Context: an optimization exercise on an open-source flow, tuned for small area, a short achievable clock period and few clock cycles. The choices shown serve that exercise and are no tape-out recipe. Function was checked by simulation only, so behaviour that the tests miss may differ from the original. Power and IR drop assume default switching activity.

`config.mk`:
```
export PLATFORM = sky130hd
export DESIGN_NAME = fbe
export DESIGN_NICKNAME = fbe
export VERILOG_FILES = /design/flow/design.v
export SDC_FILE = /design/flow/constraint.sdc
export NUM_CORES = 4
export LEC_CHECK = 0
export CAP_MARGIN = 30
export CELL_PAD_IN_SITES_DETAIL_PLACEMENT = 1
export CELL_PAD_IN_SITES_GLOBAL_PLACEMENT = 2
export CORE_MARGIN = 2
export CORE_UTILIZATION = 20
export PLACE_DENSITY = 0.3
export SLEW_MARGIN = 40
```
`constraint.sdc`:
```
create_clock -name core_clock -period 16.0 [get_ports {clk}]
set_input_delay 3.2000 -clock core_clock [delete_from_list [all_inputs] [get_ports {clk}]]
set_output_delay 3.2000 -clock core_clock [all_outputs]
set_load 0.01 [all_outputs]
```
`design.v`:
```
module fbe (
    input  wire        clk,
    input  wire        rst,           
    input  wire        host_valid,
    output wire        host_ready,
    input  wire        host_write,
    input  wire [1:0]  host_size,     
    input  wire [15:0] host_addr,     
    input  wire [31:0] host_wdata,
    output reg         resp_valid,
    output reg  [31:0] resp_rdata,
    output wire        src_valid,
    output wire [31:0] src_addr,
    input  wire        src_ready,
    input  wire [7:0]  src_data,
    output wire        sink_valid,
    output wire [1:0]  sink_kind,     
    output wire [7:0]  sink_data,
    input  wire        sink_ready
);
    localparam integer W  = 48;
    localparam integer H  = 32;
    localparam integer N  = W * H / 8;
    localparam [15:0] FB_OFFSET = 16'h1000;
    localparam [1:0] M_WHITE = 2'd0, M_BLACK = 2'd1, M_XOR = 2'd2, M_OR = 2'd3;
    localparam [7:0] OP_NOP = 8'h00, OP_CLEAR = 8'h01, OP_INVERT = 8'h02,
                     OP_SETPIXEL = 8'h03, OP_GETPIXEL = 8'h04, OP_LINE = 8'h05,
                     OP_HRUN = 8'h06, OP_VRUN = 8'h07, OP_RECT = 8'h08,
                     OP_FILLRECT = 8'h09, OP_CIRCLE = 8'h0A, OP_FILLCIRCLE = 8'h0B,
                     OP_BLIT = 8'h0C, OP_PRESENT = 8'h0D, OP_BACKLIGHT = 8'h0E;
    localparam [4:0] S_IDLE   = 5'd0,
                     S_RESP   = 5'd1,
                     S_FILL   = 5'd2,    
                     S_PRES   = 5'd3,    
                     S_FLUSH  = 5'd4,
                     S_BLSINK = 5'd5,
                     S_RUNSET = 5'd6,    
                     S_RUN    = 5'd7,    
                     S_LINE   = 5'd8,
                     S_RECT   = 5'd9,
                     S_FRECT  = 5'd10,
                     S_CIRC   = 5'd11,
                     S_FCIRC  = 5'd12,
                     S_CSTEP  = 5'd13,
                     S_BSET   = 5'd14,
                     S_BCOL   = 5'd15,
                     S_BFETCH = 5'd16,
                     S_BPIX   = 5'd17;
    reg [31:0] arg0, arg1, arg2;
    reg [3:0]  flags;                
    reg        bl;
    reg        result;
    reg [8*N-1:0] fb;                
    reg [4:0]  state;
    reg [7:0]  cmd_op;
    reg [1:0]  cmd_mode;
    reg [7:0]  cnt;                  
    reg        run_vert;
    reg signed [31:0] run_c, run_lo, run_hi, run_pos, run_end;
    reg [4:0]  run_ret;
    reg signed [31:0] lx, ly, ldx, ldy, lsx, lsy, lerr;
    reg [1:0]  rect_step;
    reg signed [31:0] fr_x;
    reg signed [31:0] ca, cb, cd;
    reg [2:0]  slot;
    reg signed [31:0] bi, bj, bi1, bj0, bj1;
    reg [31:0] col_addr;
    reg [13:0] bstrips;
    reg [7:0]  bbyte;
    wire signed [31:0] A  = {{16{arg0[15]}}, arg0[15:0]};
    wire signed [31:0] B  = {{16{arg0[31]}}, arg0[31:16]};
    wire signed [31:0] C  = {{16{arg1[15]}}, arg1[15:0]};
    wire signed [31:0] D  = {{16{arg1[31]}}, arg1[31:16]};
    wire [31:0] Cu = {16'd0, arg1[15:0]};
    wire [31:0] Du = {16'd0, arg1[31:16]};
    wire [31:0] E  = arg2;
    wire signed [31:0] xl = (A < C) ? A : C;
    wire signed [31:0] xr = (A < C) ? C : A;
    wire signed [31:0] yt = (B < D) ? B : D;
    wire signed [31:0] yb = (B < D) ? D : B;
    reg               plot_en;
    reg signed [31:0] plot_x, plot_y;
    reg [1:0]         plot_mode;
    wire plot_in = (plot_x >= 0) && (plot_x < W) && (plot_y >= 0) && (plot_y < H);
    wire [7:0] plot_idx  = plot_x[7:0] + plot_y[7:3] * W;
    wire [7:0] plot_mask = 8'd1 << plot_y[2:0];
    wire [7:0] plot_old;
    reg  [7:0] plot_new;
    always @(*) begin
        case (plot_mode)
            M_WHITE: plot_new = plot_old & ~plot_mask;
            M_BLACK: plot_new = plot_old | plot_mask;
            default: plot_new = plot_old ^ plot_mask;
        endcase
    end
    wire       use_cnt  = (state == S_FILL) || (state == S_PRES);
    wire       use_win  = (state == S_IDLE) && !host_write;
    wire [15:0] win_i   = host_addr - FB_OFFSET;
    wire [5:0] rd_word  = use_cnt ? cnt[7:2] : use_win ? win_i[7:2] : plot_idx[7:2];
    wire [1:0] rd_sel   = use_cnt ? cnt[1:0] : plot_idx[1:0];
    reg  [31:0] fb_rword;
    integer kw;
    always @(*) begin
        fb_rword = 32'd0;
        for (kw = 0; kw < N / 4; kw = kw + 1)
            if (rd_word == kw) fb_rword = fb_rword | fb[32*kw +: 32];
    end
    wire [7:0] fb_rbyte = fb_rword[8*rd_sel +: 8];
    assign plot_old = fb_rbyte;
    wire [7:0] cnt_byte = fb_rbyte;
    reg signed [31:0] c_u, c_v;
    reg               c_ok;
    always @(*) begin
        case (slot)
            3'd0: begin c_u =  ca; c_v =  cb; c_ok = 1'b1; end
            3'd1: begin c_u = -ca; c_v =  cb; c_ok = (ca != 0); end
            3'd2: begin c_u =  ca; c_v = -cb; c_ok = (cb != 0); end
            3'd3: begin c_u = -ca; c_v = -cb; c_ok = (ca != 0) && (cb != 0); end
            3'd4: begin c_u =  cb; c_v =  ca; c_ok = (ca != cb); end
            3'd5: begin c_u = -cb; c_v =  ca; c_ok = (ca != cb) && (cb != 0); end
            3'd6: begin c_u =  cb; c_v = -ca; c_ok = (ca != cb) && (ca != 0); end
            default: begin c_u = -cb; c_v = -ca; c_ok = (ca != cb) && (ca != 0) && (cb != 0); end
        endcase
    end
    wire c_last = (cd >= 0) || (ca + 1 > cb);
    reg signed [31:0] f_u, f_e;
    reg               f_ok;
    always @(*) begin
        case (slot[1:0])
            2'd0: begin f_u =  ca; f_e = cb; f_ok = 1'b1; end
            2'd1: begin f_u = -ca; f_e = cb; f_ok = (ca != 0); end
            2'd2: begin f_u =  cb; f_e = ca; f_ok = c_last && (ca != cb); end
            default: begin f_u = -cb; f_e = ca; f_ok = c_last && (ca != cb); end
        endcase
    end
    wire signed [31:0] cd_next = (cd < 0) ? cd + 2 * ca + 3 : cd + 2 * (ca - cb) + 5;
    wire signed [31:0] cb_next = (cd < 0) ? cb : cb - 1;
    wire signed [31:0] ca_next = ca + 1;
    wire [13:0] b_strips = Du[16:3] + {13'd0, (Du[2:0] != 3'd0)};
    wire [16:0] b_negA   = -A[16:0];
    wire [16:0] b_skip   = (A < 0) ? b_negA : 17'd0;
    wire [31:0] b_off    = b_skip * b_strips;
    wire signed [31:0] le2 = 2 * lerr;
    wire               lstep_x = (le2 >= ldy);
    wire               lstep_y = (le2 <= ldx);
    wire        acc      = host_valid && host_ready;
    wire        is_reg   = (host_addr < 16'h001C) && (host_size == 2'd2) && (host_addr[1:0] == 2'b00);
    wire        is_win   = (host_addr >= FB_OFFSET);
    wire [2:0]  win_s    = (host_size == 2'd0) ? 3'd1 : (host_size == 2'd1) ? 3'd2 : 3'd4;
    wire        win_al   = (host_size == 2'd0) ? 1'b1 :
                           (host_size == 2'd1) ? (win_i[0] == 1'b0) : (win_i[1:0] == 2'b00);
    wire        win_ok   = is_win && !host_write && (host_size != 2'd3) && win_al &&
                           ({1'b0, win_i} + win_s <= N);
    wire [31:0] win_word = fb_rword;
    wire [7:0]  win_byte = win_word[8*win_i[1:0] +: 8];
    wire [15:0] win_half = win_i[1] ? win_word[31:16] : win_word[15:0];
    wire [31:0] win_data = (host_size == 2'd0) ? {24'd0, win_byte} :
                           (host_size == 2'd1) ? {16'd0, win_half} : win_word;
    wire [31:0] hdr      = host_wdata;
    wire        hdr_ill  = (hdr[31:10] != 22'd0) || (hdr[7:0] > OP_BACKLIGHT);
    wire        hdr_draw = (hdr[7:0] == OP_SETPIXEL) || (hdr[7:0] == OP_LINE) ||
                           (hdr[7:0] == OP_HRUN) || (hdr[7:0] == OP_VRUN) ||
                           (hdr[7:0] == OP_RECT) || (hdr[7:0] == OP_FILLRECT) ||
                           (hdr[7:0] == OP_CIRCLE) || (hdr[7:0] == OP_FILLCIRCLE);
    wire        hdr_badm = (hdr_draw && hdr[9:8] == M_OR) ||
                           (hdr[7:0] == OP_BLIT && hdr[9:8] != M_OR);
    assign host_ready = (state == S_IDLE);
    assign src_valid  = (state == S_BFETCH);
    assign src_addr   = col_addr + {3'd0, bj[31:3]};
    assign sink_valid = (state == S_PRES) || (state == S_FLUSH) || (state == S_BLSINK);
    assign sink_kind  = (state == S_FLUSH) ? 2'd1 : (state == S_BLSINK) ? 2'd2 : 2'd0;
    assign sink_data  = (state == S_PRES) ? cnt_byte : (state == S_BLSINK) ? {7'd0, bl} : 8'd0;
    always @(*) begin
        plot_en   = 1'b0;
        plot_x    = A;
        plot_y    = B;
        plot_mode = cmd_mode;
        case (state)
            S_RUN: begin
                plot_en = 1'b1;
                plot_x  = run_vert ? run_c : run_pos;
                plot_y  = run_vert ? run_pos : run_c;
            end
            S_LINE: begin
                plot_en = 1'b1;
                plot_x  = lx;
                plot_y  = ly;
            end
            S_CIRC: begin
                plot_en = c_ok;
                plot_x  = A + c_u;
                plot_y  = B + c_v;
            end
            S_BPIX: begin
                plot_en   = bbyte[bj[2:0]];
                plot_x    = A + bi;
                plot_y    = B + bj;
                plot_mode = M_BLACK;
            end
            default: ;
        endcase
    end
    wire       fb_we    = (state == S_FILL) || (plot_en && plot_in);
    wire [7:0] fb_widx  = (state == S_FILL) ? cnt : plot_idx;
    wire [7:0] fb_wdata = (state == S_FILL) ? ((cmd_op == OP_INVERT) ? ~cnt_byte : 8'h00)
                                            : plot_new;
    genvar g;
    generate
        for (g = 0; g < N; g = g + 1) begin : g_fb
            always @(posedge clk) begin
                if (rst)
                    fb[8*g +: 8] <= 8'h00;
                else if (fb_we && fb_widx == g)
                    fb[8*g +: 8] <= fb_wdata;
            end
        end
    endgenerate
    task start_run(input vert, input signed [31:0] c, input signed [31:0] lo,
                   input signed [31:0] hi, input [4:0] ret);
        begin
            run_vert <= vert;
            run_c    <= c;
            run_lo   <= lo;
            run_hi   <= hi;
            run_ret  <= ret;
            state    <= S_RUNSET;
        end
    endtask
    always @(posedge clk) begin
        if (rst) begin
            state      <= S_IDLE;
            arg0       <= 32'd0;
            arg1       <= 32'd0;
            arg2       <= 32'd0;
            flags      <= 4'd0;
            bl         <= 1'b0;
            result     <= 1'b0;
            resp_valid <= 1'b0;
            resp_rdata <= 32'd0;
            cmd_op     <= 8'd0;
            cmd_mode   <= 2'd0;
            cnt        <= 8'd0;
            run_vert   <= 1'b0;
            run_c      <= 32'sd0;
            run_lo     <= 32'sd0;
            run_hi     <= 32'sd0;
            run_pos    <= 32'sd0;
            run_end    <= 32'sd0;
            run_ret    <= S_IDLE;
            lx         <= 32'sd0;
            ly         <= 32'sd0;
            ldx        <= 32'sd0;
            ldy        <= 32'sd0;
            lsx        <= 32'sd0;
            lsy        <= 32'sd0;
            lerr       <= 32'sd0;
            rect_step  <= 2'd0;
            fr_x       <= 32'sd0;
            ca         <= 32'sd0;
            cb         <= 32'sd0;
            cd         <= 32'sd0;
            slot       <= 3'd0;
            bi         <= 32'sd0;
            bj         <= 32'sd0;
            bi1        <= 32'sd0;
            bj0        <= 32'sd0;
            bj1        <= 32'sd0;
            col_addr   <= 32'd0;
            bstrips    <= 14'd0;
            bbyte      <= 8'd0;
        end else begin
            resp_valid <= 1'b0;
            case (state)
                S_IDLE: if (acc) begin
                    resp_rdata <= 32'd0;
                    state      <= S_RESP;
                    if (host_size == 2'd3) begin
                        flags[3] <= 1'b1;
                    end else if (is_win) begin
                        if (win_ok) resp_rdata <= win_data;
                        else        flags[3]   <= 1'b1;
                    end else if (!is_reg) begin
                        flags[3] <= 1'b1;
                    end else if (!host_write) begin
                        case (host_addr[4:2])
                            3'd1: resp_rdata <= arg0;
                            3'd2: resp_rdata <= arg1;
                            3'd3: resp_rdata <= arg2;
                            3'd4: resp_rdata <= {23'd0, bl, 4'd0, flags};
                            3'd5: resp_rdata <= {31'd0, result};
                            3'd6: resp_rdata <= {H[15:0], W[15:0]};
                            default: resp_rdata <= 32'd0;
                        endcase
                    end else begin
                        case (host_addr[4:2])
                            3'd1: arg0 <= host_wdata;
                            3'd2: arg1 <= host_wdata;
                            3'd3: arg2 <= host_wdata;
                            3'd4: flags <= flags & ~host_wdata[3:0];
                            3'd5, 3'd6: flags[3] <= 1'b1;
                            default: begin
                                cmd_op   <= hdr[7:0];
                                cmd_mode <= hdr[9:8];
                                if (hdr_ill) begin
                                    flags[0] <= 1'b1;
                                end else if (hdr_badm) begin
                                    flags[1] <= 1'b1;
                                end else begin
                                    case (hdr[7:0])
                                        OP_CLEAR, OP_INVERT: begin
                                            cnt   <= 8'd0;
                                            state <= S_FILL;
                                        end
                                        OP_SETPIXEL:
                                            start_run(1'b1, A, B, B, S_RESP);
                                        OP_GETPIXEL: begin
                                            if (plot_in) begin
                                                result <= plot_old[plot_y[2:0]];
                                            end else begin
                                                result   <= 1'b0;
                                                flags[2] <= 1'b1;
                                            end
                                        end
                                        OP_LINE: begin
                                            lx    <= A;
                                            ly    <= B;
                                            ldx   <= (C > A) ? C - A : A - C;
                                            lsx   <= (A < C) ? 32'sd1 : -32'sd1;
                                            ldy   <= (D > B) ? B - D : D - B;
                                            lsy   <= (B < D) ? 32'sd1 : -32'sd1;
                                            lerr  <= ((C > A) ? C - A : A - C) +
                                                     ((D > B) ? B - D : D - B);
                                            state <= S_LINE;
                                        end
                                        OP_HRUN:
                                            start_run(1'b0, A, (B < C) ? B : C, (B < C) ? C : B, S_RESP);
                                        OP_VRUN:
                                            start_run(1'b1, A, (B < C) ? B : C, (B < C) ? C : B, S_RESP);
                                        OP_RECT: begin
                                            rect_step <= 2'd0;
                                            state     <= S_RECT;
                                        end
                                        OP_FILLRECT: begin
                                            if (xr >= 0 && xl <= W - 1) begin
                                                fr_x  <= (xl < 0) ? 32'sd0 : xl;
                                                state <= S_FRECT;
                                            end
                                        end
                                        OP_CIRCLE, OP_FILLCIRCLE: begin
                                            if (C >= 0) begin
                                                ca    <= 32'sd0;
                                                cb    <= C;
                                                cd    <= 32'sd1 - C;
                                                slot  <= 3'd0;
                                                state <= (hdr[7:0] == OP_CIRCLE) ? S_CIRC : S_FCIRC;
                                            end
                                        end
                                        OP_BLIT: begin
                                            if (Cu != 0 && Du != 0)
                                                state <= S_BSET;
                                        end
                                        OP_PRESENT: begin
                                            cnt   <= 8'd0;
                                            state <= S_PRES;
                                        end
                                        OP_BACKLIGHT: begin
                                            bl    <= arg0[0];
                                            state <= S_BLSINK;
                                        end
                                        default: ;   
                                    endcase
                                end
                            end
                        endcase
                    end
                end
                S_RESP: begin
                    resp_valid <= 1'b1;
                    state      <= S_IDLE;
                end
                S_FILL: begin
                    cnt <= cnt + 8'd1;
                    if (cnt == N - 1) state <= S_RESP;
                end
                S_PRES: if (sink_ready) begin
                    cnt <= cnt + 8'd1;
                    if (cnt == N - 1) state <= S_FLUSH;
                end
                S_FLUSH: if (sink_ready) state <= S_RESP;
                S_BLSINK: if (sink_ready) state <= S_RESP;
                S_RUNSET: begin
                    if (run_vert) begin
                        if (run_c < 0 || run_c > W - 1 || run_hi < 0 || run_lo > H - 1) begin
                            state <= run_ret;
                        end else begin
                            run_pos <= (run_lo < 0) ? 32'sd0 : run_lo;
                            run_end <= (run_hi > H - 1) ? H - 1 : run_hi;
                            state   <= S_RUN;
                        end
                    end else begin
                        if (run_c < 0 || run_c > H - 1 || run_hi < 0 || run_lo > W - 1) begin
                            state <= run_ret;
                        end else begin
                            run_pos <= (run_lo < 0) ? 32'sd0 : run_lo;
                            run_end <= (run_hi > W - 1) ? W - 1 : run_hi;
                            state   <= S_RUN;
                        end
                    end
                end
                S_RUN: begin
                    run_pos <= run_pos + 1;
                    if (run_pos == run_end) state <= run_ret;
                end
                S_LINE: begin
                    if (lx == C && ly == D) begin
                        state <= S_RESP;
                    end else begin
                        lerr <= lerr + (lstep_x ? ldy : 32'sd0) + (lstep_y ? ldx : 32'sd0);
                        if (lstep_x) lx <= lx + lsx;
                        if (lstep_y) ly <= ly + lsy;
                    end
                end
                S_RECT: begin
                    rect_step <= rect_step + 2'd1;
                    if (xl == xr)
                        start_run(1'b1, xl, yt, yb, S_RESP);
                    else if (yt == yb)
                        start_run(1'b0, yt, xl, xr, S_RESP);
                    else case (rect_step)
                        2'd0: start_run(1'b0, yt, xl, xr - 1, S_RECT);
                        2'd1: start_run(1'b1, xr, yt, yb - 1, S_RECT);
                        2'd2: start_run(1'b0, yb, xl + 1, xr, S_RECT);
                        default: start_run(1'b1, xl, yt + 1, yb, S_RESP);
                    endcase
                end
                S_FRECT: begin
                    fr_x <= fr_x + 1;
                    start_run(1'b1, fr_x, yt, yb,
                              (fr_x == ((xr > W - 1) ? W - 1 : xr)) ? S_RESP : S_FRECT);
                end
                S_CIRC: begin
                    slot <= slot + 3'd1;
                    if (slot == 3'd7) state <= S_CSTEP;
                end
                S_FCIRC: begin
                    slot <= slot + 3'd1;
                    if (f_ok)
                        start_run(1'b1, B + f_u, A - f_e, A + f_e,
                                  (slot[1:0] == 2'd3) ? S_CSTEP : S_FCIRC);
                    else if (slot[1:0] == 2'd3)
                        state <= S_CSTEP;
                end
                S_CSTEP: begin
                    ca   <= ca_next;
                    cb   <= cb_next;
                    cd   <= cd_next;
                    slot <= 3'd0;
                    if (ca_next > cb_next)
                        state <= S_RESP;
                    else
                        state <= (cmd_op == OP_CIRCLE) ? S_CIRC : S_FCIRC;
                end
                S_BSET: begin
                    if ((B + $signed(Du) - 1 < 0) || (B > H - 1) ||
                        (A + $signed(Cu) - 1 < 0) || (A > W - 1)) begin
                        state <= S_RESP;
                    end else begin
                        bi       <= (A < 0) ? -A : 32'sd0;
                        bi1      <= (A + $signed(Cu) - 1 > W - 1) ? W - 1 - A : $signed(Cu) - 1;
                        bj0      <= (B < 0) ? -B : 32'sd0;
                        bj1      <= (B + $signed(Du) - 1 > H - 1) ? H - 1 - B : $signed(Du) - 1;
                        bstrips  <= b_strips;
                        col_addr <= E + b_off;
                        state    <= S_BCOL;
                    end
                end
                S_BCOL: begin
                    bj    <= bj0;
                    state <= S_BFETCH;
                end
                S_BFETCH: if (src_ready) begin
                    bbyte <= src_data;
                    state <= S_BPIX;
                end
                S_BPIX: begin
                    if (bj == bj1) begin
                        if (bi == bi1) begin
                            state <= S_RESP;
                        end else begin
                            bi       <= bi + 1;
                            col_addr <= col_addr + {18'd0, bstrips};
                            state    <= S_BCOL;
                        end
                    end else begin
                        bj <= bj + 1;
                        if (bj[2:0] == 3'd7) state <= S_BFETCH;
                    end
                end
                default: state <= S_IDLE;
            endcase
        end
    end
endmodule
```
`run.sh`:
```
#!/bin/bash
# synth_recipe.tcl (not shown) runs the flow's synth.tcl, then flattens the netlist and writes it again
# the make line also repeats each setting of config.mk as NAME=value (left out here)
make -C /OpenROAD-flow-scripts/flow DESIGN_CONFIG=/design/flow/config.mk WORK_HOME=/design/flow/orfs CLKGATE_MAP_FILE= SYNTH_SCRIPT=/design/flow/synth_recipe.tcl finish
```
==> summary.txt <==
* Run status: finished clean
* Drt wl/cell at 38.24 µm
* Fraction of the yosys area taken by sequential cells at 0.3007
* Pin count of the biggest net entering global routing at 161
* Placed inst area at 171000 µm²
* Worst-Margin Slew at 1.001 ns
* Area used by multi-input combinational logic at 100700 µm²
* Cell count of the worst hold path at 2
* Combinational fraction of design power at 0.305
* Synth-to-layout area growth at 18.89%
* Die Height at 880.5 µm
* Final design area excluding fillers at 182700 µm²
* Final antenna-violating net count at 0
* Number of flip-flops in the largest register at 1536
* Sort of element at the start of the critical path: register
* Clk sink count at 2308
* Portion of total power attributed to sequential cells at 0.301
* Filler cell count in the final layout at 89.26k
* Least setup slack across all paths after layout at 0.2902 ns
* Setup slack after placement at 1.017 ns
* Total of buffers placed on input and output ports at 141
* Areal power density over the cells at 110.8 nW/µm²
* TritonCTS Buffers at 338
* TritonCTS clock tree: built
* Initial Utilization at 0.2009
* Leading cell type in the layout, fill and taps excluded: nor2_1
* Crit share post-route at 0.9819
* Cell type contributing the most total cell area after synthesis: dfxtp_1
* Leak at 0.07007 µW
* Standard-cell rows at 321
* Hold/Removal Path Class: reg2reg
* Via Count at 151.9k
* Proportion of power drawn by the clock network at 0.394
* Largest clock skew in the final design at 0.09083 ns
* Share of total power consumed by net switching at 0.4093
* Storage cell area at 46240 µm²
* Yosys reg bits at 2308
* Grt ovf at 0
* DR iter-0 viols at 10.98k
* Cell variety after synth at 111
* Warnings from Yosys at 1
* Reg with most FFs: fb
* Antenna violations before repair at 88
* Final hold violation count at 0
* Max rail drop VDD at 0.1489 mV
* Final Routed Wirelength at 1130000 µm
* Total Routing Usage GR at 0.2808
* Fraction of synthesized cell area taken by the top area cell type at 0.3007
* Drt drc at 0
* Cell depth of the worst flop-to-flop path at 40
* Period minus WS final at 15.71 ns
* Ratio of routed vias to standard cells at 5.143
* TritonRoute pass-1 iters at 8
* Cell area after synthesis at 153600 µm²
* Fraction of final layout cells with drive strength greater than 1 at 0.1180
* Setup-failing EPs final at 0
* Primary flip-flop cell chosen by synthesis mapping: dfxtp_1
* Vias in the first global route at 154.0k
* Worst EP arrival at 12.51 ns
* Leading post-synthesis cells by cell area: dfxtp_1, ha_1, nor2_1
* Longest individual stage delay on the worst path at 0.84 ns
* Internal power summed over all cells at 11950 µW
* Floorplan core area at 764700 µm²
* Placed wire-length estimate after detailed placement at 858900 µm
* Critical-path top delay cell: and3_2
* Category of the worst setup path capture point: primary output
* F_max at 63.65 MHz
* Wire length of the first global-routing pass at 1500000 µm
* Worst-path fanout max at 42
* Count of H-tree levels built during CTS at 5
* NetSw at 8283 µW
* Crit Path Class: reg2out
* Max cap viols at 0
* Mapped Cells at 19.14k
* Number of I/O pins at 142
* Maximum count of clock buffers along a single path at 4
* Post-synth ARST share at 0
* Syn_area_per_cell at 8.026 µm²
* Most frequent cells in the layout: nor2_1, dfxtp_1, nand2_1, a21oi_1, ha_1
* Number of synthesized flops with an enable pin at 0
* WHS at 0.4478 ns
* Number of nets in the layout at 20.26k
* Cell mode on critical path: ha_1
* Required time of the critical path at 12.80 ns
* Hold buffer count at CTS at 0
* Area enclosed by the die boundary at 775200 µm²
* Max-slew violation count at 0
* Cell at the root of the clock tree: clkbuf_16
* Worst slew slack as a fraction of its limit at 0.3281
* Final core utilization at 0.2389
* Source-to-sink clock delay at the later pin of the worst-skew pair at 1.05 ns
* Placer's final routability congestion estimate at 0.8604
* Clock transition at the registers of the reported paths at 0.06 ns
* Horizontal die dimension at 880.5 µm
## repair_timing
action	CTS	global route
pin swaps	1	0
hold endpoints to repair	0	0
endpoints found under the setup margin	1	7
resized for setup	0	4
setup buffers	1	0
## through the flow
step	power (µW)	std cells	setup TNS, ns
finish	20240	29540	0
detailed placement	12440	28880	0
global placement	12420	28850	0
CTS	20580	29490	0
floorplan	9078	19160	0
global route	21000	29510	-0.03322
## worst paths after layout
| check | slack [ns] | startpoint | endpoint |
|---|---|---|---|
| setup / recovery | 0.29 | slot[0] | sink_data[0] |
| setup reg to reg | 2.32 | slot[0] | fb[1467] |
| hold / removal | 0.45 | bj0[4] | bj0[4] |
| hold reg to reg | 0.45 | bj0[4] | bj0[4] |
## worst max-delay path: cells and delay by family (launching register included)
| kind | cells | cell delay, ns |
|---|---|---|
| fa+ha+maj | 7 | 2.49 |
| simple gates | 8 | 2.41 |
| buf+inv | 7 | 2.07 |
| compound gates | 8 | 1.87 |
| xor+xnor | 3 | 1.10 |
| mux | 2 | 0.89 |
| flops | 1 | 0.51 |
## cell usage after synthesis, drive strengths merged, types with 397 or more instances
cell type and n:
a22oi 437, o21ai 906, inv 684, mux2i 797, ha 879, nor3 409
nor2 2525, dfxtp 2308, a21oi 1173, and3 401, buf 397, nand2 1815
xnor2 502, a211oi 1001, clkbuf 1081, nand3 667
## per-layer routing
metal	routed length, µm	GRT usage
met1	499100	0.3613
met2	553900	0.4958
met3	33350	0.02339
met4	43030	0.08893
met5	166	0
## kinds of logic after synthesis
logic type / share of synthesized area
compound gates: 0.2271
xor+xnor: 0.04088
fa+ha+maj: 0.1060
buf+inv: 0.05741
flops: 0.3007
mux: 0.05808
other cells: 0.00004888
simple gates: 0.2097
## final cells by class
| cell class | instances | area share |
|---|---|---|
| Clock buffer | 513 | 0.05535 |
| Tap cell | 10170 | 0.06969 |
| Sequential cell | 2308 | 0.2532 |
| Clock inverter | 90 | 0.006418 |
| Inverter | 693 | 0.01429 |
| Multi-Input combinational cell | 14680 | 0.5515 |
| Timing Repair Buffer | 1037 | 0.04894 |
| Antenna cell | 49 | 0.0006713 |
## power groups by stage
| stage | registers (µW) | logic (µW) | clock network (µW) |
|---|---|---|---|
| finish | 6100 | 6170 | 7970 |
| global placement | 6220 | 6200 | 0 |
| CTS | 6100 | 6250 | 8230 |
| detailed placement | 6220 | 6220 | 0 |
| floorplan | 6090 | 2990 | 0 |
| global route | 6110 | 6470 | 8420 |
Testbench counts, summed over its fixed seeds: cycles 44,389.

[static timing again, ports no longer ideal]
Ports are ideal in the flow. The routed layout listed here was re-timed in OpenROAD.
Step 1 (the two cells are an assumption about what drives the block):
set clk [get_ports {clk}]
set_driving_cell -lib_cell sky130_fd_sc_hd__clkbuf_16 $clk
set_driving_cell -lib_cell sky130_fd_sc_hd__buf_2 [delete_from_list [all_inputs] $clk]
Step 2 times the ports against the registers' clock, not the clock port: input delays grow and output delays shrink by t, the midpoint of the rising clock arrivals with the driver on.
a / b / c = no drivers / after step 1 / after step 2; a / b = the first two.
shift t [ns]: 1.147
setup WS [ns]: 0.290 / 0.152 / 1.299
hold WS [ns]: 0.448 / 0.448 / 0.448
worst register clock-pin slew, ns: 0.07 / 0.07
After both steps this run still meets setup and hold. The setup slack of this run moves by -0.138 ns with the drivers and by +1.009 ns with both steps.
